From an optimization exercise on the open Yosys and OpenROAD flow, aimed at small area, a short achievable clock period and few clock cycles; shortcuts taken in it are not production practice. Function was checked by simulation only, so behaviour that the tests miss may differ from the original.

==> design.v <==
module cc_core (
    input  wire [7:0] a,         
    input  wire [7:0] x,         
    input  wire       sub,       
    input  wire       up,        
    input  wire       tgt_op,    
    input  wire       en,        
    output wire [7:0] as_res,    
    output wire [7:0] step,      
    output wire       mv         
);
    wire [8:0] s = {1'b0, a} + {1'b0, x ^ {8{sub}}} + {8'd0, sub};
    assign as_res = (s[8] ^ sub) ? {8{~sub}} : s[7:0];
    wire [7:0] t = tgt_op ? x : {8{up}};
    assign mv   = en & (up ? (a < t) : (a > t));
    assign step = mv ? (up ? a + 8'd1 : a - 8'd1) : a;
endmodule
module cc_pool #(
    parameter NCORES = 4         
) (
    input  wire                 clk,
    input  wire                 rst,
    input  wire                 cfg_target_op,
    input  wire                 cfg_palette,
    input  wire                 cfg_tie_red,
    input  wire                 cfg_rot_left,
    input  wire                 cfg_blue_arith,
    input  wire                 cfg_acc_first,
    input  wire [3:0]           cfg_arith_en,
    input  wire                 tick,
    input  wire [NCORES-1:0]    cell_valid,
    input  wire [32*NCORES-1:0] cell_data,
    input  wire [NCORES-1:0]    cell_last,
    output wire [NCORES-1:0]    cell_ready,
    output reg                  out_valid,
    output reg  [1:0]           out_core,
    output reg  [23:0]          out_rgb,
    input  wire                 out_ready,
    output wire [NCORES-1:0]    done
);
    localparam PH_ONE = 2'd0, PH_RAMP = 2'd1, PH_SET2 = 2'd2, PH_LAST = 2'd3;
    localparam PH_WAIT = 2'd0, PH_MDQ = 2'd1, PH_MDR = 2'd2, PH_FIN = 2'd3;
    localparam X_ADD = 3'd0, X_SUB = 3'd1, X_SET = 3'd2, X_ROT = 3'd3,
               X_NOP = 3'd4, X_DLY = 3'd5, X_MUL = 3'd6, X_DIV = 3'd7;
    reg       q_tgt_op, q_palette, q_tie_red, q_rot_left, q_blue_on, q_acc_first;
    reg [3:0] q_en;
    reg       tick_q;
    always @(posedge clk) begin
        q_tgt_op    <= cfg_target_op;
        q_palette   <= cfg_palette;
        q_tie_red   <= cfg_tie_red;
        q_rot_left  <= cfg_rot_left;
        q_blue_on   <= cfg_blue_arith & ~cfg_palette;
        q_acc_first <= cfg_acc_first;
        q_en        <= cfg_arith_en;
        tick_q      <= tick;
    end
    reg [95:0] acc;              
    reg [95:0] opd;              
    reg [3:0]  rdy;              
    reg [3:0]  nd;               
    reg [7:0]  ph;
    reg [11:0] opx;
    reg [3:0]  first, last, done_r;
    assign cell_ready = rdy;
    assign done       = done_r;
    reg  [1:0]  sel;
    reg         sel_v;
    wire        go   = ~out_valid | out_ready;
    wire        fire = sel_v & go;
    wire [23:0] eX   = opd[24*sel +: 24];
    wire        e_first = first[sel];
    wire [23:0] eA   = ~e_first ? acc[24*sel +: 24] : q_acc_first ? eX : 24'd0;
    wire [1:0]  e_ph = ph[2*sel +: 2];
    wire [2:0]  e_ox = opx[3*sel +: 3];
    wire [23:0] as_res, step;
    wire [2:0]  mv;
    genvar l;
    generate
        for (l = 0; l < 3; l = l + 1) begin : lane
            cc_core u_lane (
                .a(eA[8*l +: 8]), .x(eX[8*l +: 8]),
                .sub(e_ox[0]), .up(e_ox[0]), .tgt_op(q_tgt_op), .en(e_ph == PH_RAMP),
                .as_res(as_res[8*l +: 8]), .step(step[8*l +: 8]), .mv(mv[l]));
        end
    endgenerate
    wire any_mv = |mv;
    wire [23:0] rot = q_rot_left ? {eA[15:0], eA[23:16]} : {eA[7:0], eA[23:8]};
    wire [23:0] cp_res;
    wire        e_md  = (e_ox[2:1] == 2'b11);        
    wire        e_quiet = (e_ph == PH_ONE) & ((e_ox == X_DLY) | e_md);
    wire r_as  = (e_ph == PH_ONE) & (e_ox[2:1] == 2'b00);
    wire r_x   = ((e_ph == PH_ONE) & (e_ox == X_SET)) | ((e_ph == PH_LAST) & ~e_md);
    wire r_rot = (e_ph == PH_ONE) & (e_ox == X_ROT);
    wire r_cp  = (e_ph == PH_LAST) & e_md;
    wire [23:0] res = r_as  ? {as_res[23:8], q_blue_on ? as_res[7:0] : eA[7:0]}
                    : r_x   ? eX
                    : r_rot ? rot
                    : r_cp  ? cp_res
                    : step;
    wire [8:0] e_rg    = {1'b0, eX[15:8]} - {1'b0, eX[23:16]} - {8'd0, q_tie_red};
    wire       red_dom = e_rg[8];
    wire [23:0] colour = ~q_palette ? res
                       : red_dom    ? {res[23:16], 16'h0000}
                                    : {8'h00, res[15:8], 8'h00};
    always @(posedge clk) begin
        if (rst)
            out_valid <= 1'b0;
        else if (go)
            out_valid <= sel_v & ~e_quiet;
        if (go) begin
            out_core <= sel;
            out_rgb  <= colour;
        end
    end
    wire [6:0] e_dsum = eX[22:16] + eX[14:8] + eX[6:0];
    localparam CP_IDLE = 2'd0, CP_RUN = 2'd1, CP_RES = 2'd2;
    reg  [1:0]  cp_st;
    reg  [1:0]  cp_id;
    reg         cp_div;
    reg  [2:0]  cp_cnt;
    reg  [23:0] cpA, cpR, cpX;
    wire        cp_fin = (cp_st == CP_RUN) & (cp_cnt == 3'd7);
    wire        cp_take = fire & (e_ph == PH_ONE) & e_md & (cp_st == CP_IDLE);
    assign cp_res = cpA;
    wire [23:0] cpA_step, cpR_step;
    wire [2:0]  cp_act;
    generate
        for (l = 0; l < 3; l = l + 1) begin : cplane
            wire [7:0] a  = cpA[8*l +: 8];
            wire [7:0] r  = cpR[8*l +: 8];
            wire [7:0] x  = cpX[8*l +: 8];
            wire       xb = x[7];                    
            wire [8:0] p  = {r, cp_div & a[7]};
            wire [8:0] q  = cp_div ? ~{1'b0, x} : {1'b0, xb ? a : 8'h00};
            wire [9:0] s  = {1'b0, p} + {1'b0, q} + {9'd0, cp_div};
            wire       ge = s[9];
            wire [7:0] r_n = (cp_div & ~ge) ? p[7:0] : s[7:0];
            assign cp_act[l] = (~cp_div | (|x)) & ((l != 0) | q_blue_on);
            assign cpR_step[8*l +: 8] = r_n;
            assign cpA_step[8*l +: 8] = cp_div ? {a[6:0], ge}
                                      : (cp_cnt == 3'd7) ? r_n : a;
        end
    endgenerate
    integer m;
    always @(posedge clk) begin
        if (rst)
            cp_st <= CP_IDLE;
        else case (cp_st)
            CP_IDLE: if (cp_take) cp_st <= CP_RUN;
            CP_RUN:  if (cp_cnt == 3'd7) cp_st <= CP_RES;
            default: if (fire & (sel == cp_id) & (e_ph == PH_LAST)) cp_st <= CP_IDLE;
        endcase
        if (cp_take) begin
            cp_id  <= sel;
            cp_div <= e_ox[0];
            cpA    <= eA;
            cpX    <= eX;
        end else if (cp_st == CP_RUN) begin
            if (~cp_div)
                cpX <= cpX << 1;
            for (m = 0; m < 3; m = m + 1)
                if (cp_act[m])
                    cpA[8*m +: 8] <= cpA_step[8*m +: 8];
        end
        if (cp_st == CP_RUN) begin
            cpR    <= cpR_step;
            cp_cnt <= cp_cnt + 3'd1;
        end else begin
            cpR    <= 24'd0;
            cp_cnt <= 3'd0;
        end
    end
    wire       cp_free = (cp_st == CP_RES) & fire & (sel == cp_id) & (e_ph == PH_LAST);
    wire [3:0] mdq;
    reg  [3:0] wake;
    integer i;
    always @(*) begin
        wake = 4'd0;
        for (i = 3; i >= 0; i = i - 1)
            if (mdq[i]) wake = 4'd1 << i;
        if (!cp_free) wake = 4'd0;
    end
    wire [3:0] nd_d;
    genvar k;
    generate
        for (k = 0; k < 4; k = k + 1) begin : core
            wire [7:0] c_op = cell_data[32*k +: 8];
            wire accept = rdy[k] & cell_valid[k];
            reg [1:0] dph;
            reg [2:0] dox;
            always @(*) begin
                dph = PH_ONE;
                dox = X_NOP;
                case (c_op)
                    8'd0: dox = X_DLY;
                    8'd1: if (q_en[0]) dox = X_ADD;
                    8'd2: if (q_en[1]) dox = X_SUB;
                    8'd3: if (q_en[2]) dox = X_MUL;
                    8'd4: if (q_en[3]) dox = X_DIV;
                    8'd5: dox = X_SET;
                    8'd6: dox = X_ROT;
                    8'd7: begin dph = PH_RAMP; dox = 3'd0; end
                    8'd8: begin dph = PH_RAMP; dox = 3'd1; end
                    default: ;
                endcase
            end
            wire [1:0] p   = ph[2*k +: 2];
            wire [2:0] ox  = opx[3*k +: 3];
            wire [6:0] dc  = opd[24*k +: 7];
            wire in_wait = ~rdy[k] & ~nd[k] & (p == PH_WAIT);
            wire in_fin  = ~rdy[k] & ~nd[k] & (p == PH_FIN);
            assign mdq[k] = ~rdy[k] & ~nd[k] & (p == PH_MDQ);
            wire me      = fire & (sel == k);
            wire s_dly   = (p == PH_ONE) & (ox == X_DLY);
            wire s_md    = (p == PH_ONE) & (ox[2:1] == 2'b11);
            wire s_end   = ((p == PH_ONE) & ~s_md & ~s_dly) | (p == PH_LAST);
            wire dly0    = (e_dsum == 7'd0);
            wire w_end   = in_wait & tick_q & (dc == 7'd1);
            wire c_end   = (me & (s_end | (s_dly & dly0))) | w_end;
            wire out_busy = out_valid & (out_core == k) & ~out_ready;
            wire stay = nd[k] & ~((sel == k) & sel_v &
                                  ((p == PH_ONE) | (p == PH_LAST)));
            wire woke = wake[k] | (cp_fin & (cp_id == k));
            assign nd_d[k] = ~rst & (rdy[k] ? cell_valid[k]
                                   : go     ? (stay | woke) : (nd[k] | woke));
            always @(posedge clk) begin
                if (rst) begin
                    rdy[k]    <= 1'b1;
                    first[k]  <= 1'b1;
                    done_r[k] <= 1'b0;
                end else begin
                    if (me)
                        first[k] <= 1'b0;
                    if (accept)
                        rdy[k]   <= 1'b0;
                    else if (c_end & ~last[k])
                        rdy[k]   <= 1'b1;
                    done_r[k] <= done_r[k] | (in_fin & ~out_busy);
                end
                nd[k] <= nd_d[k];
                if (accept) begin
                    last[k]       <= cell_last[k];
                    ph[2*k +: 2]  <= dph;
                    opx[3*k +: 3] <= dox;
                end else if (c_end) begin
                    ph[2*k +: 2]  <= PH_FIN;         
                end else if (me) begin
                    if (s_dly)                      ph[2*k +: 2] <= PH_WAIT;
                    else if (s_md)                  ph[2*k +: 2] <= cp_take ? PH_MDR : PH_MDQ;
                    else if (p == PH_SET2)          ph[2*k +: 2] <= PH_LAST;
                    else if (~any_mv)               ph[2*k +: 2] <= PH_SET2;    
                end else if (wake[k]) begin
                    ph[2*k +: 2]  <= PH_ONE;
                end else if (cp_fin & (cp_id == k)) begin
                    ph[2*k +: 2]  <= PH_LAST;
                end
                if (me)
                    acc[24*k +: 24] <= res;
                if (rdy[k])
                    opd[24*k +: 24] <= cell_data[32*k+8 +: 24];
                else if (me & s_dly)
                    opd[24*k +: 7]  <= e_dsum;
                else if (in_wait & tick_q)
                    opd[24*k +: 7]  <= dc - 7'd1;
            end
        end
    endgenerate
    reg [1:0] nsel;
    reg [1:0] cand;
    integer j;
    always @(*) begin
        nsel = sel;
        for (j = 3; j >= 0; j = j - 1) begin
            cand = sel + 2'd1 + j[1:0];
            if (nd_d[cand]) nsel = cand;
        end
    end
    always @(posedge clk) begin
        sel_v <= |nd_d;
        sel   <= rst ? 2'd0 : nsel;
    end
endmodule
==> flow/run.sh <==
#!/bin/bash
# Standard ORFS layout (the standard.sh, unchanged synthesis), with the
# timing repair steps aimed at a setup slack of 11 ns instead of 0.
bash standard.sh SETUP_SLACK_MARGIN=11 finish > standard.log 2>&1
==> standard.sh <==
#!/bin/bash
# synth_recipe.tcl (not shown) runs the flow's synth.tcl, then flattens the netlist and writes it again
# the make line also repeats each setting of config.mk as NAME=value (left out here)
make -C /OpenROAD-flow-scripts/flow DESIGN_CONFIG=/design/flow/config.mk WORK_HOME=/design/flow/orfs CLKGATE_MAP_FILE= SYNTH_SCRIPT=/design/flow/synth_recipe.tcl "${@:-finish}"
==> config.mk <==
export PLATFORM = sky130hd
export DESIGN_NAME = cc_pool
export DESIGN_NICKNAME = cc_pool
export VERILOG_FILES = /design/flow/design.v
export SDC_FILE = /design/flow/constraint.sdc
export NUM_CORES = 4
export LEC_CHECK = 0
export ABC_AREA = 1
export CAP_MARGIN = 20
export CORE_MARGIN = 2
export CORE_UTILIZATION = 60
export CTS_BUF_LIST = sky130_fd_sc_hd__clkbuf_16
export CTS_CLUSTER_DIAMETER = 60
export CTS_CLUSTER_SIZE = 25
export SLEW_MARGIN = 20
==> constraint.sdc <==
create_clock -name core_clock -period 15.5 [get_ports {clk}]
set_input_delay 3.1000 -clock core_clock [delete_from_list [all_inputs] [get_ports {clk}]]
set_output_delay 3.1000 -clock core_clock [all_outputs]
set_load 0.01 [all_outputs]
==> results of run 1 <==
## synthesized netlist by cell type, drive strengths merged, types with 7 or more instances
| master | count | area, um2 |
|---|---|---|
| clkbuf | 32 | 121 |
| nand4 | 16 | 100 |
| dfxtp | 60 | 1200 |
| or2 | 16 | 100 |
| nor4 | 17 | 113 |
| nand2 | 778 | 3040 |
| edfxtp | 293 | 8800 |
| o22ai | 16 | 126 |
| a21oi | 205 | 1040 |
| inv | 353 | 1330 |
| nor2 | 212 | 833 |
| ha | 135 | 1690 |
| o21a | 7 | 60.1 |
| xnor2 | 17 | 156 |
| o221ai | 16 | 140 |
| xor2 | 63 | 559 |
| a211oi | 10 | 75.1 |
| nand3 | 190 | 1030 |
| o21ai | 240 | 1280 |
| buf | 65 | 531 |
| fa | 19 | 380 |
| a32oi | 9 | 180 |
| o211ai | 28 | 215 |
| a221oi | 10 | 87.6 |
| nor3 | 18 | 101 |
## cell families after synthesis
logic type,Yosys count,share of synthesized area
simple gates,1254,0.226
fa+ha+maj,154,0.0870
flops,353,0.420
compound gates,587,0.153
xor+xnor,80,0.0301
buf+inv,454,0.0837
## sequential cells by signal, summed over array words and instances, names as in the netlist, 2 cells and up
register and count:
cp_st 2, last 4, cp_id 2, ph 8, done_r 4, cpA 24
out_rgb 24, q_en 4, acc 96, rdy 4, cp_cnt 3, nd 4
cpR 24, cpX 24, first 4, sel 2, opd 96, opx 12
out_core 2
## final cells by class
type	count	area [um2]	share of cell area
timing repair inverter	1	6.26	0.000223
tap	518	648	0.0231
multi-input combinational	2080	12200	0.433
clock inverter	27	452	0.0161
clock buffer	31	776	0.0276
sequential	353	10000	0.356
inverter	357	1390	0.0493
timing repair buffer	250	2650	0.0943
## repair_timing
action / 4_1_cts / 5_1_grt
buffers inserted: 26 / 16
setup endpoints to repair: 332 / 144
resized for setup: 113 / 46
gates cloned: 11 / 2
pin swaps: 9 / 12
endpoints found under the hold margin: 0 / 0
## stage by stage
step	util	setup slack, ns	hold slack [ns]
global route	0.722	10.99	0.457
global placement	0.664	9.60	0.407
detailed placement	0.664	9.50	0.428
finish	0.722	11.04	0.431
floorplan	-	10.71	0.399
CTS	0.713	11.00	0.440
## path summary, 6_finish.rpt
kind | endpoint | slack (ns) | depth (start not counted)
max | out_core[1] | 11.04 | 1
min | cp_cnt[0] | 0.43 | 1
max reg2reg | ph[4] | 11.14 | 17
min reg2reg | cp_cnt[0] | 0.43 | 1
## routing by layer
| metal | track usage | vias to the layer above | routed length, um |
|---|---|---|---|
| met4 | 0.215 | 0 | 5250 |
| li1 | - | 10200 | - |
| met5 | 0 | - | 0 |
| met1 | 0.475 | 10300 | 28900 |
| met2 | 0.643 | 1408 | 38100 |
| met3 | 0.0552 | 289 | 8300 |
==> impl_metrics.env, run 1 <==
export IMPL_status="complete, no violations"
export IMPL_die_area_um2=41300
export IMPL_timing_rr_start="sel[1]"
export IMPL_antenna_found_initial=1
export IMPL_grt_pass1_wl_um=120000
export IMPL_required_ns=12.40
export IMPL_initial_utilization=0.611
export IMPL_postPlaceCellArea_um2=25900
export IMPL_synth_area_um2=23800
export IMPL_synth_main_ff_cell="edfxtp_1"
export IMPL_cts_buffer_depth=3
export IMPL_syn_area_per_cell_um2=8.25
export IMPL_die_x_um=203
export IMPL_path_delay_family="flip-flops"
export IMPL_setup_viol=0
export IMPL_maxCapViolCount=0
export IMPL_cts_hold_buffers_added=0
export IMPL_layout_commonest_cell="nand2_1"
export IMPL_worst_path_buf_inv=1
export IMPL_critPathKind="flop to primary output"
export IMPL_cts_sinks=353
export IMPL_pin_count=185
export IMPL_numCtsBuffers=31
export IMPL_wl_per_cell_um=22.3
export IMPL_slew_violations=0
export IMPL_cp_arrival_ns=1.36
export IMPL_routed_wl_um=80600
export IMPL_dpl_hpwl_um=55000
export IMPL_portBuffers=184
export IMPL_fin_cells=3617
export IMPL_first_pass_iters=8
export IMPL_max_freq_mhz=224
export IMPL_synthCells=2882
export IMPL_async_reset_ff_frac=0
export IMPL_drive_gt1_frac=0.103
export IMPL_design_area_um2=28100
export IMPL_hold_path_class="flop to flop"
export IMPL_hp_start="cp_cnt[0]"
export IMPL_synth_warnings=1
export IMPL_routabilityCongestion=0.996
export IMPL_synth_edf_count=293
export IMPL_slew_headroom=0.303
export IMPL_grt_pass1_vias=21300
export IMPL_vias=22200
export IMPL_coreArea_um2=38900
export IMPL_via_per_inst=6.12
export IMPL_cts_tree="done"
export IMPL_htree_levels=1
export IMPL_critPathMaxStageDelay_ns=0.47
export IMPL_synth_seq_cells=353
export IMPL_cts_reportedPaths_clkPinSlew_ns=0.08
export IMPL_grt_max_degree=95
export IMPL_dp_cells=3504
export IMPL_root_buffer="clkbuf_16"
export IMPL_drc_errors=0
export IMPL_hold_violations=0
export IMPL_cp_start_kind="flop"
export IMPL_syn_nets=3186
export IMPL_fin_tns_setup_ns=0
export IMPL_crit_chain="clkdlybuf4s15_1"
export IMPL_grt_usage=0.383
export IMPL_grt_overflow_total=0
export IMPL_nFillCells=3071
export IMPL_syn_to_final_growth_pct=18.2
export IMPL_rows=72
export IMPL_synth_cell_types=73
export IMPL_critPathSlowestCell="edfxtp_1"
export IMPL_clk_latency_ns=0.63
export IMPL_ant_nets=0
export IMPL_worst_clock_skew_ns=0.0389
export IMPL_chipHeight_um=203
export IMPL_rsz0062_at_grt="yes"
export IMPL_num_antenna_cells=0
export IMPL_fin_crit_sh=0.288
export IMPL_fin_crit_ns=4.46
export IMPL_finish_net_count=3378
export IMPL_crit_path_end_kind="primary output"
export IMPL_ys_seq_area_frac=0.420
export IMPL_drt_initial_drc_count=2881
export IMPL_final_cell_mix="737 x nand2_1, 322 x inv_1, 293 x edfxtp_1"
export IMPL_cp_max_fo=2
export IMPL_worstMarginPinSlew_ns=1.04
export IMPL_cp_startpoint="out_core[1]"
Testbench counts, summed over its fixed seeds: cycles 224,677.
==> run 2: changes to the inputs <==
--- a/config.mk
+++ b/config.mk
@@ -13,3 +13,4 @@
 export CTS_CLUSTER_DIAMETER = 60
 export CTS_CLUSTER_SIZE = 25
 export SLEW_MARGIN = 20
+export TNS_END_PERCENT = 0
==> run 2 against run 1 <==
  * Still clean
  * Largest cell class unchanged
  * Clock skew fell by 0.0023 ns
  * Highest routed layer unchanged
==> impl_metrics.env, run 2 <==
export IMPL_finish_net_count=3354
export IMPL_fin_crit_ns=4.68
export IMPL_grt_max_degree=91
export IMPL_crit_chain="clkdlybuf4s50_1"
export IMPL_crit_path_end_kind="primary output"
export IMPL_worst_clock_skew_ns=0.0366
export IMPL_drive_gt1_frac=0.0894
export IMPL_slew_headroom=0.276
export IMPL_required_ns=12.40
export IMPL_design_area_um2=27600
export IMPL_first_pass_iters=6
export IMPL_dpl_hpwl_um=55100
export IMPL_drt_initial_drc_count=2756
export IMPL_path_delay_family="buffers and inverters"
export IMPL_synth_most_common_cell="nand2_1"
export IMPL_fin_tns_setup_ns=0
export IMPL_chipHeight_um=203
export IMPL_grt_pass1_vias=20900
export IMPL_vias=21800
export IMPL_rows=72
export IMPL_syn_area_per_cell_um2=8.25
export IMPL_die_x_um=203
export IMPL_worstMarginPinSlew_ns=1.08
export IMPL_whs_ns=0.445
export IMPL_synth_warnings=1
export IMPL_synth_area_um2=23800
export IMPL_worst_path_buf_inv=1
export IMPL_grt_pass1_wl_um=116000
export IMPL_synth_cell_types=73
export IMPL_root_buffer="clkbuf_16"
export IMPL_nFillCells=3043
export IMPL_cts_tree="done"
export IMPL_clk_latency_ns=0.57
export IMPL_fin_cells=3593
export IMPL_synth_top_area_share=0.370
export IMPL_die_area_um2=41300
export IMPL_critPathKind="flop to primary output"
export IMPL_critPathSlowestCell="clkdlybuf4s50_1"
export IMPL_htree_levels=2
export IMPL_portBuffers=184
export IMPL_postPlaceCellArea_um2=25800
export IMPL_num_antenna_cells=0
export IMPL_globalRouteMet3Util=0.0604
export IMPL_synth_main_ff_cell="edfxtp_1"
export IMPL_routabilityCongestion=1.02
export IMPL_fin_crit_sh=0.302
export IMPL_drc_errors=0
export IMPL_synth_area_leaders="edfxtp_1 37%, nand2_1 12%, ha_1 7.1%, inv_1 5.2%, dfxtp_1 5.0%"
export IMPL_layout_commonest_cell="nand2_1"
export IMPL_synth_seq_cells=353
export IMPL_yosys_area_top_type="edfxtp_1"
export IMPL_initial_utilization=0.611
export IMPL_grt_overflow_total=0
export IMPL_grt_busiest_layer="met2"
export IMPL_pin_count=185
export IMPL_routed_wl_um=77500
export IMPL_synth_edf_count=293
export IMPL_top_regs="acc x96, opd x96"
export IMPL_synth_top_cells_by_count="745 x nand2_1, 330 x inv_1, 293 x edfxtp_1"
export IMPL_syn_nets=3186
export IMPL_syn_to_final_growth_pct=16.1
export IMPL_dp_cells=3503
export IMPL_via_per_inst=6.07
export IMPL_max_freq_mhz=214
export IMPL_rsz0062_at_grt="yes"
export IMPL_async_reset_ff_frac=0
export IMPL_status="complete, no violations"
export IMPL_critPathMaxStageDelay_ns=0.57
export IMPL_synthCells=2882
export IMPL_hold_violations=0
export IMPL_antenna_found_initial=0
export IMPL_ant_nets=0
export IMPL_setup_viol=0
export IMPL_maxCapViolCount=0
export IMPL_wl_per_cell_um=21.6
export IMPL_final_cell_mix="737 x nand2_1, 327 x inv_1, 293 x edfxtp_1"
export IMPL_cp_arrival_ns=1.58
export IMPL_hold_path_class="flop to flop"
export IMPL_cp_max_fo=4
export IMPL_ys_seq_area_frac=0.420
export IMPL_grt_usage=0.369
export IMPL_coreArea_um2=38900
export IMPL_cts_reportedPaths_clkPinSlew_ns=0.07
export IMPL_numCtsBuffers=34
export IMPL_grtUsageMet2=0.610
export IMPL_slew_violations=0
export IMPL_cts_sinks=353
export IMPL_cts_buffer_depth=3
export IMPL_final_core_util=0.710
export IMPL_use_met1=0.464
export IMPL_cp_start_kind="flop"
[run 2: per-stage QoR]
stage / worst slack [ns]
after CTS: 10.80
after detailed placement: 9.47
after global routing: 10.77
after floorplan: 10.71
final: 10.82
after global placement: 9.51
[run 2: worst paths after layout]
check | start | slack [ns] | end | cells after the start
worst max-delay path | out_valid | 10.82 | out_valid | 1
worst min-delay path | cp_cnt[0] | 0.45 | cp_cnt[0] | 1
worst max register to register | sel[0] | 10.94 | ph[7] | 17
worst min register to register | cp_cnt[0] | 0.45 | cp_cnt[0] | 1
[run 2: cell families (layout without fill, tap and decap cells)]
family                   count (synthesis)  after routing  share of synthesized area
XOR/XNOR                                80             80                     0.0301
AND/OR/NAND/NOR                       1254           1257                      0.226
buffers and inverters                  454            644                     0.0837
flip-flops                             353            353                      0.420
AO/OA/AOI/OAI                          587            587                      0.153
adder cells (fa/ha/maj)                154            154                     0.0870
[run 2: layout make-up]
class	instances	area, um2	area share
multi-input combinational	2078	12000	0.436
sequential	353	10000	0.362
timing repair buffer	224	2300	0.0833
inverter	357	1380	0.0500
clock buffer	35	876	0.0317
tap	518	648	0.0235
clock inverter	26	354	0.0128
timing repair inverter	2	12.5	0.000453
[run 2: layer usage]
metal	wire, um	vias to the layer above
met1	29300	10200
li1	-	10100
met3	7490	248
met2	36300	1280
met4	4420	0
met5	0	-
[run 2: repair_timing]
action	4_1_cts	5_1_grt
resized for setup	40	37
hold buffers	0	0
cloned	4	2
endpoints found under the hold margin	0	0
pin swaps	3	5
buffers inserted	9	14
setup endpoints to repair	358	303
==> run 3: changes to the inputs <==
--- a/config.mk
+++ b/config.mk
@@ -13,4 +13,4 @@
 export CTS_CLUSTER_DIAMETER = 60
 export CTS_CLUSTER_SIZE = 25
 export SLEW_MARGIN = 20
-export TNS_END_PERCENT = 0
+export TNS_END_PERCENT = 20
==> run 3 against run 2 <==
  * Largest cell class unchanged
  * Register-to-register slack lost 0.04 ns
  * Maximum frequency up 0.91%
  * Routed wire length is 3.4% higher
  * Clock-buffer cell count down 4
==> impl_metrics.env, run 3 <==
export IMPL_status="complete, no violations"
export IMPL_synth_area_um2=23800
export IMPL_worstMarginPinSlew_ns=1.01
export IMPL_cts_buffer_depth=3
export IMPL_dpl_hpwl_um=54400
export IMPL_required_ns=12.40
export IMPL_coreArea_um2=38900
export IMPL_synthSimpleGateAreaFrac=0.226
export IMPL_nFillCells=3029
export IMPL_yosys_area_share_xor_xnor=0.0301
export IMPL_die_area_um2=41300
export IMPL_path_delay_family="buffers and inverters"
export IMPL_multi_input_area_um2=12200
export IMPL_grt_usage=0.379
export IMPL_cp_start_kind="flop"
export IMPL_synth_cell_types=73
export IMPL_synth_compound_area_frac=0.153
export IMPL_portBuffers=184
export IMPL_grt_pass1_vias=21300
export IMPL_rr_worst_depth=21
export IMPL_worst_path_buf_inv=1
export IMPL_crit_chain="clkdlybuf4s50_1"
export IMPL_die_x_um=203
export IMPL_drc_errors=0
export IMPL_ant_nets=0
export IMPL_finish_net_count=3382
export IMPL_yosys_area_share_adder=0.0870
export IMPL_cts_tree="done"
export IMPL_syn_nets=3186
export IMPL_numCtsBuffers=30
export IMPL_timing_rr_start="sel[0]"
export IMPL_ys_seq_area_frac=0.420
export IMPL_top_regs="acc x96, opd x96"
export IMPL_grt_pass1_wl_um=120000
export IMPL_critPathKind="flop to primary output"
export IMPL_wl_per_cell_um=22.1
export IMPL_initial_utilization=0.611
export IMPL_hold_violations=0
export IMPL_maxCapViolCount=0
export IMPL_rsz0062_at_grt="yes"
export IMPL_hold_path_class="flop to flop"
export IMPL_yosys_area_top_type="edfxtp_1"
export IMPL_cts_reportedPaths_clkPinSlew_ns=0.07
export IMPL_final_cell_mix="730 x nand2_1, 325 x inv_1, 293 x edfxtp_1"
export IMPL_routed_wl_um=80100
export IMPL_hp_start="cp_cnt[0]"
export IMPL_critPathMaxStageDelay_ns=0.57
export IMPL_synth_top_cells_by_count="745 x nand2_1, 330 x inv_1, 293 x edfxtp_1"
export IMPL_critPathSlowestCell="clkdlybuf4s50_1"
export IMPL_chipHeight_um=203
export IMPL_synth_seq_cells=353
export IMPL_synth_warnings=1
export IMPL_pin_count=185
export IMPL_drive_gt1_frac=0.103
export IMPL_crit_path_end_kind="primary output"
export IMPL_antenna_found_initial=1
export IMPL_setup_viol=0
export IMPL_layout_commonest_cell="nand2_1"
export IMPL_vias=22300
export IMPL_hold_depth=1
export IMPL_timing_rr_end="acc[22]"
export IMPL_synth_main_ff_cell="edfxtp_1"
export IMPL_async_reset_ff_frac=0
export IMPL_final_core_util=0.721
export IMPL_synth_most_common_cell="nand2_1"
export IMPL_reg2reg_slack_ns=10.90
export IMPL_synthCells=2882
export IMPL_seq_area_um2=10000
export IMPL_cp_arrival_ns=1.54
export IMPL_synth_area_leaders="edfxtp_1 37%, nand2_1 12%, ha_1 7.1%, inv_1 5.2%, dfxtp_1 5.0%"
export IMPL_slew_headroom=0.327
export IMPL_max_freq_mhz=216
export IMPL_rows=72
export IMPL_synth_top_family_by_area="simple AND/OR/NAND/NOR gates"
export IMPL_cts_sinks=353
export IMPL_hold_end="cp_cnt[0]"
export IMPL_root_buffer="clkbuf_16"
export IMPL_fin_crit_sh=0.299
export IMPL_synth_top_area_share=0.370
export IMPL_routabilityCongestion=1.00
export IMPL_via_per_inst=6.15
export IMPL_syn_to_final_growth_pct=17.9
export IMPL_fin_tns_setup_ns=0
export IMPL_cp_max_fo=2
export IMPL_grt_overflow_total=0
export IMPL_first_pass_iters=9
export IMPL_worst_clock_skew_ns=0.0331
export IMPL_slew_violations=0
export IMPL_htree_levels=1
export IMPL_num_antenna_cells=0
export IMPL_synthMuxAreaShare=0
export IMPL_synth_edf_count=293
export IMPL_grt_max_degree=67
export IMPL_fin_crit_ns=4.64
export IMPL_syn_area_per_cell_um2=8.25
export IMPL_drt_initial_drc_count=2684
export IMPL_clk_latency_ns=0.61
## run 3: changes by cell type in the layout (fill, tap and decap cells not counted), sizes merged, moves of 2 or more
cell / before / now
clkinvlp: 5 / 3
buf: 40 / 64
bufinv: 4 / 2
clkdlybuf4s50: 178 / 176
bufbuf: 1 / 4
inv: 365 / 362
clkinv: 11 / 17
dlygate4sd2: 3 / 5
## run 3: cells by family after synthesis
kind of cell             after synthesis
adder cells (fa/ha/maj)              154
AND/OR/NAND/NOR                     1254
flip-flops                           353
XOR/XNOR                              80
AO/OA/AOI/OAI                        587
buffers and inverters                454
## run 3: cell type report
| cell class | count | share of cell area |
|---|---|---|
| clock inverter | 25 | 0.0122 |
| tap | 518 | 0.0231 |
| multi-input combinational | 2080 | 0.434 |
| inverter | 357 | 0.0501 |
| timing repair buffer | 254 | 0.0950 |
| clock buffer | 31 | 0.0277 |
| timing repair inverter | 2 | 0.000535 |
| sequential | 353 | 0.357 |
## run 3: how the worst max path moves through the flow
stage	from	endpoint	slack [ns]	cells after the start
after floorplan	out_ready	ph[0]	10.71	11
after global placement	out_ready	cpA[0]	9.31	14
after detailed placement	out_ready	cpA[7]	9.27	14
after CTS	out_ready	opd[72]	10.80	7
after global routing	sel[1]	acc[46]	10.74	19
final	rdy[1]	cell_ready[1]	10.86	1
## run 3: what timing repair did
action	CTS	global route
buffers inserted	16	32
hold buffers	0	0
gates resized for setup	70	52
pin swaps	6	20
endpoints found under the hold margin	0	0
endpoints found under the setup margin	347	245
gates cloned	9	4
## run 3: stage by stage
step	cell area [um2]	cells	worst slack, ns	hold slack, ns
6_report	28000	3620	10.86	0.431
5_1_grt	28000	3620	10.74	0.451
4_1_cts	27500	3584	10.80	0.427
3_5_place_dp	25800	3503	9.27	0.417
3_3_place_gp	25800	3503	9.31	0.407
2_1_floorplan	23900	2882	10.71	0.399
## run 3: metal layers
metal  up-vias  global-route usage  wire length, um  share of wire
met5         -                   0               12        0.00015
met4         2               0.208             5090          0.064
met3       298              0.0648             8470           0.11
met2      1400               0.633            37000           0.46
met1     10400               0.470            29600           0.37
li1      10200                   -                -              -
==> run 4: changes to the inputs <==
--- a/config.mk
+++ b/config.mk
@@ -5,7 +5,6 @@
 export SDC_FILE = /design/flow/constraint.sdc
 export NUM_CORES = 4
 export LEC_CHECK = 0
-export ABC_AREA = 1
 export CAP_MARGIN = 20
 export CORE_MARGIN = 2
 export CORE_UTILIZATION = 60
@@ -13,4 +12,3 @@
 export CTS_CLUSTER_DIAMETER = 60
 export CTS_CLUSTER_SIZE = 25
 export SLEW_MARGIN = 20
-export TNS_END_PERCENT = 20
==> run 4 against run 3 <==
  * Core utilization is 2.0 points higher
  * Largest cell class unchanged
  * Routed wire length is 1.1% lower
  * Cell count is 16% lower
  * Setup slack better by 0.056 ns
  * Sequential cell count stayed put
  * Non-clock buffer count is 71 higher
  * Still clean
  * First-iteration DRC count is 9.8% lower
  * Sequential share of layout area is 0.24 points higher
  * Synthesized cell count is 22% lower
  * Synthesized area is 4.1% lower
==> impl_metrics.env, run 4 <==
export IMPL_status="complete, no violations"
export IMPL_critPathSlowestCell="mux4_2"
export IMPL_synth_area_leaders="edfxtp_1 39%, ha_1 7.4%, dfxtp_1 5.3%, mux4_2 5.2%, o21ai_0 4.3%"
export IMPL_cp_start_kind="flop"
export IMPL_syn_area_per_cell_um2=10.2
export IMPL_synthCells=2243
export IMPL_fin_tns_setup_ns=0
export IMPL_timing_rr_end="acc[9]"
export IMPL_cts_buffer_depth=3
export IMPL_routed_wl_um=79300
export IMPL_finish_net_count=2800
export IMPL_clk_latency_ns=0.58
export IMPL_synth_warnings=1
export IMPL_grt_usage=0.392
export IMPL_async_reset_ff_frac=0
export IMPL_antenna_found_initial=10
export IMPL_synth_edf_count=293
export IMPL_final_cell_mix="293 x edfxtp_1, 211 x nand2_1, 172 x o21ai_0"
export IMPL_slew_headroom=0.150
export IMPL_coreArea_um2=37600
export IMPL_path_delay_family="compound AO/OA/AOI/OAI gates"
export IMPL_maxCapViolCount=0
export IMPL_required_ns=15.82
export IMPL_cts_hold_buffers_added=0
export IMPL_critPathKind="flop to flop"
export IMPL_grt_overflow_total=0
export IMPL_worst_path_buf_inv=4
export IMPL_rsz0062_at_grt="yes"
export IMPL_hold_violations=0
export IMPL_hold_path_class="flop to flop"
export IMPL_fin_crit_sh=0.296
export IMPL_grt_max_degree=67
export IMPL_cp_max_fo=16
export IMPL_top_regs="acc x96, opd x96"
export IMPL_fin_crit_ns=4.58
export IMPL_ys_seq_area_frac=0.438
export IMPL_drt_initial_drc_count=2421
export IMPL_setup_viol=0
export IMPL_vias=20500
export IMPL_finalWorstSetupSlack_ns=10.92
export IMPL_routabilityCongestion=1.03
export IMPL_worst_path_stages=14
export IMPL_numCtsBuffers=26
export IMPL_drc_errors=0
export IMPL_ant_nets=0
export IMPL_grt_pass1_wl_um=116000
export IMPL_synth_top_cells_by_count="293 x edfxtp_1, 222 x nand2_1, 194 x o21ai_0"
export IMPL_cp_startpoint="sel[0]"
export IMPL_syn_to_final_growth_pct=22.0
export IMPL_cts_reportedPaths_clkPinSlew_ns=0.09
export IMPL_via_per_inst=6.74
export IMPL_layout_commonest_cell="edfxtp_1"
export IMPL_synth_top_area_share=0.386
export IMPL_first_pass_iters=6
export IMPL_cp_endpoint="acc[9]"
export IMPL_grt_pass1_vias=19500
export IMPL_worstMarginPinSlew_ns=1.27
export IMPL_wl_per_cell_um=26.1
export IMPL_critPathMaxStageDelay_ns=0.63
export IMPL_cts_sinks=353
export IMPL_slew_violations=0
export IMPL_max_freq_mhz=218
export IMPL_cts_tree="done"
export IMPL_crit_chain="buf_12 > buf_16 > mux4_2 > and3_1 > a21oi_4 > inv_2 > ha_1 > o211ai_1 > o2111ai_4 > or3b_4 > mux2i_1 > a221o_1 > a221oi_2 > inv_1"
export IMPL_synth_area_um2=22800
export IMPL_synth_seq_cells=353
export IMPL_portBuffers=184
export IMPL_pin_count=185
export IMPL_worst_clock_skew_ns=0.0194
export IMPL_initial_utilization=0.607
export IMPL_rr_worst_depth=14
export IMPL_whs_ns=0.432
export IMPL_chipHeight_um=199
export IMPL_design_area_um2=27800
export IMPL_syn_nets=2547
export IMPL_die_area_um2=39600
export IMPL_timing_rr_start="sel[0]"
export IMPL_reg2reg_slack_ns=10.92
export IMPL_synth_cell_types=91
export IMPL_dpl_worst_slack_ns=9.00
export IMPL_yosys_area_top_type="edfxtp_1"
export IMPL_htree_levels=1
export IMPL_crit_path_end_kind="flop"
export IMPL_cp_arrival_ns=4.90
export IMPL_hp_start="last[2]"
export IMPL_synth_most_common_cell="edfxtp_1"
export IMPL_die_x_um=199
export IMPL_root_buffer="clkbuf_16"
export IMPL_drive_gt1_frac=0.165
export IMPL_rows=71
export IMPL_synth_main_ff_cell="edfxtp_1"
export IMPL_postPlaceCellArea_um2=25100
export IMPL_dpl_hpwl_um=52300
run 4: cell types whose count changed after synthesis, moves of 34 or more:
cell	change
a21o_1	+36
a21oi_1	-49
clkbuf_1	+34
inv_1	-214
mux2i_1	+43
mux4_2	+53
nand2_1	-523
nand3_1	-139
nor2_1	-41
nor2b_1	+43
nor3_1	+36
o21ai_1	-39
run 4: cells by family (layout without fill, tap and decap cells):
group | after synthesis | in the layout | share of synthesized area
flops | 353 | 353 | 0.438
simple gates | 703 | 706 | 0.151
compound gates | 614 | 614 | 0.169
mux | 101 | 105 | 0.0736
buf+inv | 228 | 494 | 0.0428
other cells | 0 | 5 | 0
fa+ha+maj | 154 | 154 | 0.0907
xor+xnor | 90 | 90 | 0.0349
run 4: area by class of cell:
class	count	area, um2
tap	511	639
fill	2664	9730
multi-input combinational	1669	12700
clock buffer	27	676
clock inverter	21	248
timing repair buffer	325	3090
antenna	5	12.5
sequential	353	10000
inverter	118	458
timing repair inverter	3	15.0
run 4: metal layers:
layer / part of all wire / track usage / vias up
met5: 0.00045 / 0 / -
met4: 0.067 / 0.229 / 6
met3: 0.10 / 0.0736 / 341
met2: 0.47 / 0.642 / 1384
met1: 0.36 / 0.488 / 9817
li1: - / - / 8902
run 4: worst reg2reg max path: cells and delay by family, from the launching register on:
kind / cells / cell delay [ns]
AOI/OAI and AO/OA: 5 / 1.42
adders and majority gates: 1 / 0.33
buffers and inverters: 4 / 0.57
DFF: 1 / 0.42
muxes: 2 / 0.80
and+or+nand+nor: 2 / 0.78
run 4: repair_timing:
action,CTS,global route
cloned,12,2
buffers inserted,52,64
gates resized for setup,128,77
endpoints found under the setup margin,409,179
pin swaps,6,20
run 4: worst min-delay path by stage:
stage	slack (ns)	depth (start not counted)	to
2_1_floorplan	0.40	1	cp_cnt[0]
3_3_place_gp	0.41	1	cp_cnt[0]
3_5_place_dp	0.43	1	cp_cnt[0]
4_1_cts	0.43	1	rdy[2]
5_1_grt	0.45	1	rdy[2]
6_report	0.43	1	rdy[2]
run 4: stage by stage:
| step | instances | util |
|---|---|---|
| floorplan | 2243 | - |
| global placement | 2849 | 0.667 |
| detailed placement | 2849 | 0.667 |
| CTS | 2961 | 0.717 |
| global route | 3028 | 0.741 |
| finish | 3032 | 0.741 |
==> run 5: changes to the inputs <==
--- a/design.v
+++ b/design.v
@@ -69,8 +69,8 @@
     wire        go   = ~out_valid | out_ready;
     wire        fire = sel_v & go;
     wire [23:0] eX   = opd[24*sel +: 24];
+    wire [23:0] eA   = acc[24*sel +: 24];
     wire        e_first = first[sel];
-    wire [23:0] eA   = ~e_first ? acc[24*sel +: 24] : q_acc_first ? eX : 24'd0;
     wire [1:0]  e_ph = ph[2*sel +: 2];
     wire [2:0]  e_ox = opx[3*sel +: 3];
     wire [23:0] as_res, step;
@@ -89,12 +89,13 @@
     wire [23:0] cp_res;
     wire        e_md  = (e_ox[2:1] == 2'b11);        
     wire        e_quiet = (e_ph == PH_ONE) & ((e_ox == X_DLY) | e_md);
-    wire r_as  = (e_ph == PH_ONE) & (e_ox[2:1] == 2'b00);
-    wire r_x   = ((e_ph == PH_ONE) & (e_ox == X_SET)) | ((e_ph == PH_LAST) & ~e_md);
-    wire r_rot = (e_ph == PH_ONE) & (e_ox == X_ROT);
-    wire r_cp  = (e_ph == PH_LAST) & e_md;
+    wire r_as  = ~e_first & (e_ph == PH_ONE) & (e_ox[2:1] == 2'b00);
+    wire r_x   = e_first | ((e_ph == PH_ONE) & (e_ox == X_SET)) | ((e_ph == PH_LAST) & ~e_md);
+    wire r_rot = ~e_first & (e_ph == PH_ONE) & (e_ox == X_ROT);
+    wire r_cp  = ~e_first & (e_ph == PH_LAST) & e_md;
+    wire [23:0] xv  = (e_first & ~q_acc_first) ? 24'd0 : eX;
     wire [23:0] res = r_as  ? {as_res[23:8], q_blue_on ? as_res[7:0] : eA[7:0]}
-                    : r_x   ? eX
+                    : r_x   ? xv
                     : r_rot ? rot
                     : r_cp  ? cp_res
                     : step;
@@ -107,7 +108,7 @@
         if (rst)
             out_valid <= 1'b0;
         else if (go)
-            out_valid <= sel_v & ~e_quiet;
+            out_valid <= sel_v & ~e_quiet & ~e_first;
         if (go) begin
             out_core <= sel;
             out_rgb  <= colour;
@@ -121,7 +122,7 @@
     reg  [2:0]  cp_cnt;
     reg  [23:0] cpA, cpR, cpX;
     wire        cp_fin = (cp_st == CP_RUN) & (cp_cnt == 3'd7);
-    wire        cp_take = fire & (e_ph == PH_ONE) & e_md & (cp_st == CP_IDLE);
+    wire        cp_take = fire & ~e_first & (e_ph == PH_ONE) & e_md & (cp_st == CP_IDLE);
     assign cp_res = cpA;
     wire [23:0] cpA_step, cpR_step;
     wire [2:0]  cp_act;
@@ -212,14 +213,15 @@
             wire in_fin  = ~rdy[k] & ~nd[k] & (p == PH_FIN);
             assign mdq[k] = ~rdy[k] & ~nd[k] & (p == PH_MDQ);
             wire me      = fire & (sel == k);
+            wire me_n    = me & ~first[k];           
             wire s_dly   = (p == PH_ONE) & (ox == X_DLY);
             wire s_md    = (p == PH_ONE) & (ox[2:1] == 2'b11);
             wire s_end   = ((p == PH_ONE) & ~s_md & ~s_dly) | (p == PH_LAST);
             wire dly0    = (e_dsum == 7'd0);
             wire w_end   = in_wait & tick_q & (dc == 7'd1);
-            wire c_end   = (me & (s_end | (s_dly & dly0))) | w_end;
+            wire c_end   = (me_n & (s_end | (s_dly & dly0))) | w_end;
             wire out_busy = out_valid & (out_core == k) & ~out_ready;
-            wire stay = nd[k] & ~((sel == k) & sel_v &
+            wire stay = nd[k] & ~((sel == k) & sel_v & ~first[k] &
                                   ((p == PH_ONE) | (p == PH_LAST)));
             wire woke = wake[k] | (cp_fin & (cp_id == k));
             assign nd_d[k] = ~rst & (rdy[k] ? cell_valid[k]
@@ -245,7 +247,7 @@
                     opx[3*k +: 3] <= dox;
                 end else if (c_end) begin
                     ph[2*k +: 2]  <= PH_FIN;         
-                end else if (me) begin
+                end else if (me_n) begin
                     if (s_dly)                      ph[2*k +: 2] <= PH_WAIT;
                     else if (s_md)                  ph[2*k +: 2] <= cp_take ? PH_MDR : PH_MDQ;
                     else if (p == PH_SET2)          ph[2*k +: 2] <= PH_LAST;
@@ -259,7 +261,7 @@
                     acc[24*k +: 24] <= res;
                 if (rdy[k])
                     opd[24*k +: 24] <= cell_data[32*k+8 +: 24];
-                else if (me & s_dly)
+                else if (me_n & s_dly)
                     opd[24*k +: 7]  <= e_dsum;
                 else if (in_wait & tick_q)
                     opd[24*k +: 7]  <= dc - 7'd1;
==> run 5 against run 4 <==
  * Core utilization is 0.35 points lower
  * Still clean on timing, DRC and antenna
  * Critical endpoint is now sel[1]
  * Clock skew is 0.0048 ns lower
  * Setup slack worse by 0.11 ns
  * Maximum frequency is 2.3% lower
  * Via count is 8.1% lower
  * Critical path depth is 4 lower
  * Cell count is 5.1% lower
  * Global-route usage is 2.6 points lower
  * Synthesized area is 2.5% lower
==> impl_metrics.env, run 5 <==
export IMPL_grt_busiest_layer="met2"
export IMPL_syn_to_final_growth_pct=21.1
export IMPL_status="complete, no violations"
export IMPL_hold_path_class="flop to flop"
export IMPL_critPathSlowestCell="or4_4"
export IMPL_clk_latency_ns=0.61
export IMPL_finalWorstSetupSlack_ns=10.81
export IMPL_synth_seq_cells=353
export IMPL_grt_overflow_total=0
export IMPL_drt_initial_drc_count=2011
export IMPL_portBuffers=184
export IMPL_nFillCells=2605
export IMPL_hold_depth=1
export IMPL_synth_cell_types=99
export IMPL_cts_hold_buffers_added=0
export IMPL_cts_buffer_depth=3
export IMPL_syn_nets=2454
export IMPL_async_reset_ff_frac=0
export IMPL_pin_count=185
export IMPL_synth_area_leaders="edfxtp_1 40%, ha_1 7.6%, dfxtp_1 5.4%, mux4_2 5.2%, o21ai_0 4.4%"
export IMPL_cts_sinks=353
export IMPL_fin_crit_sh=0.302
export IMPL_maxCapViolCount=0
export IMPL_numCtsBuffers=29
export IMPL_dpl_hpwl_um=48200
export IMPL_top_regs="acc x96, opd x96"
export IMPL_grt_pass1_vias=18200
export IMPL_cts_reportedPaths_clkPinSlew_ns=0.08
export IMPL_worst_clock_skew_ns=0.0146
export IMPL_rsz0062_at_grt="yes"
export IMPL_hold_violations=0
export IMPL_chipHeight_um=197
export IMPL_yosys_area_share_adder=0.0935
export IMPL_synth_most_common_cell="edfxtp_1"
export IMPL_drc_errors=0
export IMPL_wl_per_cell_um=25.2
export IMPL_cts_tree="done"
export IMPL_rr_worst_depth=16
export IMPL_synth_warnings=1
export IMPL_ys_seq_area_frac=0.450
export IMPL_synth_top_cells_by_count="293 x edfxtp_1, 219 x nand2_1, 195 x o21ai_0"
export IMPL_timing_rr_end="out_rgb[1]"
export IMPL_timing_rr_start="opx[3]"
export IMPL_layout_commonest_cell="edfxtp_1"
export IMPL_yosys_area_share_xor_xnor=0.0401
export IMPL_cp_max_fo=5
export IMPL_ant_nets=0
export IMPL_synth_top_area_share=0.396
export IMPL_synth_main_ff_cell="edfxtp_1"
export IMPL_rows=70
export IMPL_crit_chain="buf_12 > nand2b_4 > buf_6 > nand3b_1 > nor4_4 > a21o_1 > o31a_1 > or4_4 > or2_0 > a21oi_1"
export IMPL_required_ns=16.02
export IMPL_routabilityCongestion=0.950
export IMPL_drive_gt1_frac=0.137
export IMPL_hp_start="cp_cnt[0]"
export IMPL_grt_pass1_wl_um=106000
export IMPL_fin_crit_ns=4.69
export IMPL_grtUsageMet2=0.596
export IMPL_worstMarginPinSlew_ns=1.16
export IMPL_root_buffer="clkbuf_16"
export IMPL_antenna_found_initial=2
export IMPL_max_freq_mhz=213
export IMPL_synthSimpleGateAreaFrac=0.147
export IMPL_synthCells=2150
export IMPL_yosys_area_top_type="edfxtp_1"
export IMPL_synth_compound_area_frac=0.145
export IMPL_synthMuxAreaShare=0.0888
export IMPL_globalRouteMet3Util=0.0614
export IMPL_first_pass_iters=8
export IMPL_cp_start_kind="primary input"
export IMPL_syn_area_per_cell_um2=10.3
export IMPL_synth_area_um2=22200
export IMPL_fin_tns_setup_ns=0
export IMPL_grt_max_degree=49
export IMPL_htree_levels=1
export IMPL_setup_viol=0
export IMPL_crit_path_end_kind="flop"
export IMPL_cp_arrival_ns=5.21
export IMPL_final_cell_mix="293 x edfxtp_1, 215 x nand2_1, 181 x nor2_1, 181 x o21ai_0, 148 x a21oi_1"
export IMPL_grt_usage=0.366
export IMPL_initial_utilization=0.609
export IMPL_synth_top_family_by_area="simple AND/OR/NAND/NOR gates"
export IMPL_reg2reg_slack_ns=10.97
export IMPL_slew_violations=0
export IMPL_critPathMaxStageDelay_ns=0.55
export IMPL_finish_net_count=2689
export IMPL_via_per_inst=6.53
export IMPL_use_met1=0.460
export IMPL_routed_wl_um=72600
export IMPL_die_area_um2=38600
export IMPL_hold_end="cp_cnt[0]"
export IMPL_slew_headroom=0.224
export IMPL_critPathKind="primary input to flop"
export IMPL_dpl_worst_slack_ns=9.02
export IMPL_vias=18800
export IMPL_die_x_um=197
export IMPL_coreArea_um2=36500
export IMPL_synth_edf_count=293
[run 5: cell count changes in the layout (fill, tap and decap cells not counted), sizes merged, moves of 9 or more]
| cell | change |
|---|---|
| mux2i | +29 |
| nor2 | +30 |
| nand2b | -9 |
| a31oi | -14 |
| and3 | -25 |
| nand4 | -9 |
| buf | -44 |
| clkinvlp | -9 |
[run 5: timing repair]
item / in CTS / in global routing
setup buffers: 42 / 29
pin swaps: 15 / 20
endpoints found under the setup margin: 366 / 182
gates resized for setup: 90 / 48
cloned: 8 / 5
hold endpoints to repair: 0 / 0
[run 5: cell type report]
cell class | count | area [um2] | area share
well taps | 468 | 586 | 0.0217
clock inverters | 25 | 334 | 0.0124
flip-flops and latches | 353 | 10000 | 0.372
diodes | 2 | 5.00 | 0.000186
inverters | 109 | 409 | 0.0152
clock buffers | 29 | 726 | 0.0269
multi-input cells | 1608 | 12000 | 0.447
repair buffers | 284 | 2820 | 0.105
[run 5: how the worst max path moves through the flow]
stage / end / slack, ns / startpoint / cells after the start
after floorplan: sel[1] / 10.37 / out_ready / 11
after global placement: cpX[4] / 9.13 / out_ready / 6
after detailed placement: cpX[2] / 9.02 / out_ready / 6
after CTS: sel[1] / 10.82 / out_ready / 11
after global routing: sel[1] / 10.80 / out_ready / 10
final: sel[1] / 10.81 / out_ready / 10
[run 5: cell families after synthesis]
| logic type | after synthesis |
|---|---|
| AOI/OAI and AO/OA | 528 |
| xor gates and xnor gates | 100 |
| adders and majority gates | 155 |
| buffers and inverters | 197 |
| DFF | 353 |
| muxes | 132 |
| and+or+nand+nor | 685 |
[run 5: layer usage]
metal / vias up / part of all wire
li1: 8416 / -
met1: 8929 / 0.37
met2: 1145 / 0.46
met3: 307 / 0.098
met4: 0 / 0.072
met5: - / 0
[run 5: critical path: cells and delay by family]
family / cells / cell delay, ns
buf+inv: 2 / 0.24
compound gates: 3 / 0.66
simple gates: 5 / 1.21
[run 5: stage by stage]
step / instance area, um2 / cells / hold WS [ns] / utilization
after CTS: 26400 / 2842 / 0.441 / 0.722
after floorplan: 22600 / 2150 / 0.399 / -
final: 26900 / 2878 / 0.438 / 0.738
after detailed placement: 24700 / 2738 / 0.429 / 0.675
after global placement: 24700 / 2738 / 0.407 / 0.675
after global routing: 26900 / 2876 / 0.455 / 0.737
Testbench counts of run 5, summed over its fixed seeds: cycles 225,125.
==> run 6: changes to the inputs <==
--- a/config.mk
+++ b/config.mk
@@ -5,9 +5,10 @@
 export SDC_FILE = /design/flow/constraint.sdc
 export NUM_CORES = 4
 export LEC_CHECK = 0
+export ABC_AREA = 1
 export CAP_MARGIN = 20
 export CORE_MARGIN = 2
-export CORE_UTILIZATION = 60
+export CORE_UTILIZATION = 50
 export CTS_BUF_LIST = sky130_fd_sc_hd__clkbuf_16
 export CTS_CLUSTER_DIAMETER = 60
 export CTS_CLUSTER_SIZE = 25
==> run 6 against run 5 <==
  * Still clean
  * Register-to-register slack gained 0.22 ns
  * Maximum frequency grew 5.0%
  * Worst hold slack lost 0.017 ns
  * Critical endpoint is now cell_ready[2]
==> impl_metrics.env, run 6 <==
export IMPL_synth_cell_types=55
export IMPL_final_cell_mix="719 x nand2_1, 321 x inv_1, 293 x edfxtp_1"
export IMPL_wl_per_cell_um=21.8
export IMPL_dpl_hpwl_um=55800
export IMPL_synth_edf_count=293
export IMPL_critPathSlowestCell="dfxtp_4"
export IMPL_chipHeight_um=217
export IMPL_rows=78
export IMPL_cts_buffer_depth=3
export IMPL_initial_utilization=0.503
export IMPL_synth_top_cells_by_count="742 x nand2_1, 327 x inv_1, 293 x edfxtp_1"
export IMPL_synth_most_common_cell="nand2_1"
export IMPL_yosys_area_top_type="edfxtp_1"
export IMPL_top_regs="acc x96, opd x96"
export IMPL_critPathMaxStageDelay_ns=0.36
export IMPL_first_pass_iters=5
export IMPL_nFillCells=4030
export IMPL_fin_crit_ns=4.47
export IMPL_antenna_found_initial=1
export IMPL_syn_nets=3064
export IMPL_cts_hold_buffers_added=0
export IMPL_finish_net_count=3244
export IMPL_grt_pass1_wl_um=117000
export IMPL_die_x_um=217
export IMPL_drc_errors=0
export IMPL_via_per_inst=5.79
export IMPL_cp_arrival_ns=1.37
export IMPL_vias=20700
export IMPL_rsz0062_at_grt="no"
export IMPL_cts_reportedPaths_clkPinSlew_ns=0.06
export IMPL_worst_clock_skew_ns=0.0276
export IMPL_numCtsBuffers=35
export IMPL_design_area_um2=27000
export IMPL_postPlaceCellArea_um2=25100
export IMPL_grt_pass1_vias=19700
export IMPL_synth_area_um2=22700
export IMPL_synthCells=2760
export IMPL_async_reset_ff_frac=0
export IMPL_hold_violations=0
export IMPL_crit_path_end_kind="primary output"
export IMPL_syn_area_per_cell_um2=8.22
export IMPL_required_ns=12.40
export IMPL_critPathKind="flop to primary output"
export IMPL_grt_overflow_total=0
export IMPL_cts_tree="done"
export IMPL_portBuffers=184
export IMPL_hold_path_class="flop to flop"
export IMPL_drive_gt1_frac=0.0782
export IMPL_root_buffer="clkbuf_16"
export IMPL_fin_crit_sh=0.288
export IMPL_die_area_um2=47100
export IMPL_layout_commonest_cell="nand2_1"
export IMPL_setup_viol=0
export IMPL_status="complete, no violations"
export IMPL_synth_top_area_share=0.388
export IMPL_syn_to_final_growth_pct=19.1
export IMPL_seq_area_um2=10000
export IMPL_multi_input_area_um2=11300
export IMPL_grt_max_degree=73
export IMPL_crit_chain="buf_12 > dlygate4sd2_1"
export IMPL_synth_warnings=1
export IMPL_routabilityCongestion=0.981
export IMPL_synth_area_leaders="edfxtp_1 39%, nand2_1 12%, ha_1 7.4%, inv_1 5.4%, dfxtp_1 5.3%"
export IMPL_htree_levels=2
export IMPL_maxCapViolCount=0
export IMPL_routed_wl_um=77900
export IMPL_fin_tns_setup_ns=0
export IMPL_slew_violations=0
export IMPL_ant_nets=0
export IMPL_num_antenna_cells=0
export IMPL_drt_initial_drc_count=2265
export IMPL_slew_headroom=0.418
export IMPL_synth_seq_cells=353
export IMPL_pin_count=185
export IMPL_max_freq_mhz=224
export IMPL_coreArea_um2=45100
export IMPL_cp_start_kind="flop"
export IMPL_grt_usage=0.327
export IMPL_ys_seq_area_frac=0.441
export IMPL_clk_latency_ns=0.58
export IMPL_synth_main_ff_cell="edfxtp_1"
export IMPL_worstMarginPinSlew_ns=0.872
export IMPL_cts_sinks=353
export IMPL_cp_max_fo=11
run 6: cell types whose count changed in the layout (fill, tap and decap cells not counted), moves of 34 or more:
cell	change
inv_1	+213
nand3_1	+177
xor2_1	+34
nor2_1	-42
nand2_1	+504
mux4_2	-51
mux2i_1	-72
nor2b_1	-37
buf_4	-40
run 6: logic make-up (layout without fill, tap and decap cells):
logic type / after synthesis / count (layout) / synth area share
AO/OA/AOI/OAI: 533 / 533 / 0.136
XOR/XNOR: 100 / 100 / 0.0386
adder cells (fa/ha/maj): 154 / 154 / 0.0913
buffers and inverters: 436 / 639 / 0.0764
flip-flops: 353 / 353 / 0.441
AND/OR/NAND/NOR: 1184 / 1188 / 0.217
run 6: worst paths after layout:
check        startpoint             to  slack, ns  depth (start not counted)
max              rdy[2]  cell_ready[2]      11.03                          2
min reg2reg   cp_cnt[0]      cp_cnt[0]       0.42                          1
min           cp_cnt[0]      cp_cnt[0]       0.42                          1
max reg2reg      sel[1]          ph[7]      11.19                         15
run 6: per-layer routing:
layer	global-route usage	vias up	part of all wire	routed length, um
li1	-	9712	-	-
met1	0.412	9889	0.40	31500
met2	0.554	858	0.48	37100
met3	0.0482	204	0.068	5340
met4	0.152	2	0.051	3940
met5	0	-	0.00017	13
run 6: critical path, delay by kind of cell (launching register included):
kind	cells	cell delay [ns]
buffers and inverters	2	0.43
DFF	1	0.36
run 6: per-stage QoR:
| step | setup WS (ns) | instances | utilization | hold WS, ns |
|---|---|---|---|---|
| after floorplan | 10.50 | 2760 | - | 0.399 |
| after global placement | 9.22 | 3467 | 0.556 | 0.407 |
| after detailed placement | 9.23 | 3467 | 0.556 | 0.418 |
| after CTS | 11.00 | 3560 | 0.595 | 0.425 |
| after global routing | 11.00 | 3567 | 0.599 | 0.449 |
| final | 11.03 | 3567 | 0.599 | 0.421 |
run 6: final cells by class:
type | instances | share of cell area
inverter | 340 | 0.0485
timing repair buffer | 235 | 0.0895
multi-input combinational | 1975 | 0.418
clock inverter | 27 | 0.0110
sequential | 353 | 0.371
clock buffer | 37 | 0.0343
tap | 600 | 0.0278
run 6: repair_timing:
item | in CTS | in global routing
setup buffers | 21 | 6
gates cloned | 8 | 1
pin swaps | 4 | 6
resized for setup | 95 | 38
setup endpoints to repair | 389 | 197
hold endpoints to repair | 0 | 0

separate check: timing with driven ports:
Ports are ideal in the flow. The routed layouts listed here were re-timed in OpenROAD. Step 1 assumes that a clkbuf_16 drives the clock port and a buf_2 every other input. Step 2 adds t to the input delays and takes it off the output delays; t is the mean of the earliest and latest rising clock arrival at the registers after step 1. Input paths then give back, and output paths get back, about the clock's delay inside the block. a / b / c = ideal / step 1 / step 2; a / b = the first two.
| run | shift t [ns] | slack for setup (ns) | clock arrival spread, ns | slew at the worst register clock pin (ns) | cell pins on the clock port's net |
|---|---|---|---|---|---|
| run 1 | 0.670 | 11.040 / 10.979 / 10.402 | 0.039 / 0.040 | 0.09 / 0.09 | 1 |
| run 2 | 0.609 | 10.819 / 10.761 / 10.301 | 0.038 / 0.037 | 0.09 / 0.09 | 1 |
| run 3 | 0.657 | 10.862 / 10.802 / 10.327 | 0.033 / 0.033 | 0.09 / 0.09 | 1 |
| run 4 | 0.629 | 10.917 / 10.917 / 10.453 | 0.019 / 0.019 | 0.09 / 0.09 | 1 |
| run 5 | 0.655 | 10.812 / 10.823 / 10.167 | 0.016 / 0.017 | 0.09 / 0.09 | 1 |
| run 6 | 0.629 | 11.033 / 10.971 / 10.512 | 0.032 / 0.032 | 0.08 / 0.08 | 1 |
After both steps every run listed still meets setup and hold. The setup slack of run 5, which loses most, moves by +0.011 ns with the drivers and by -0.645 ns with both steps.
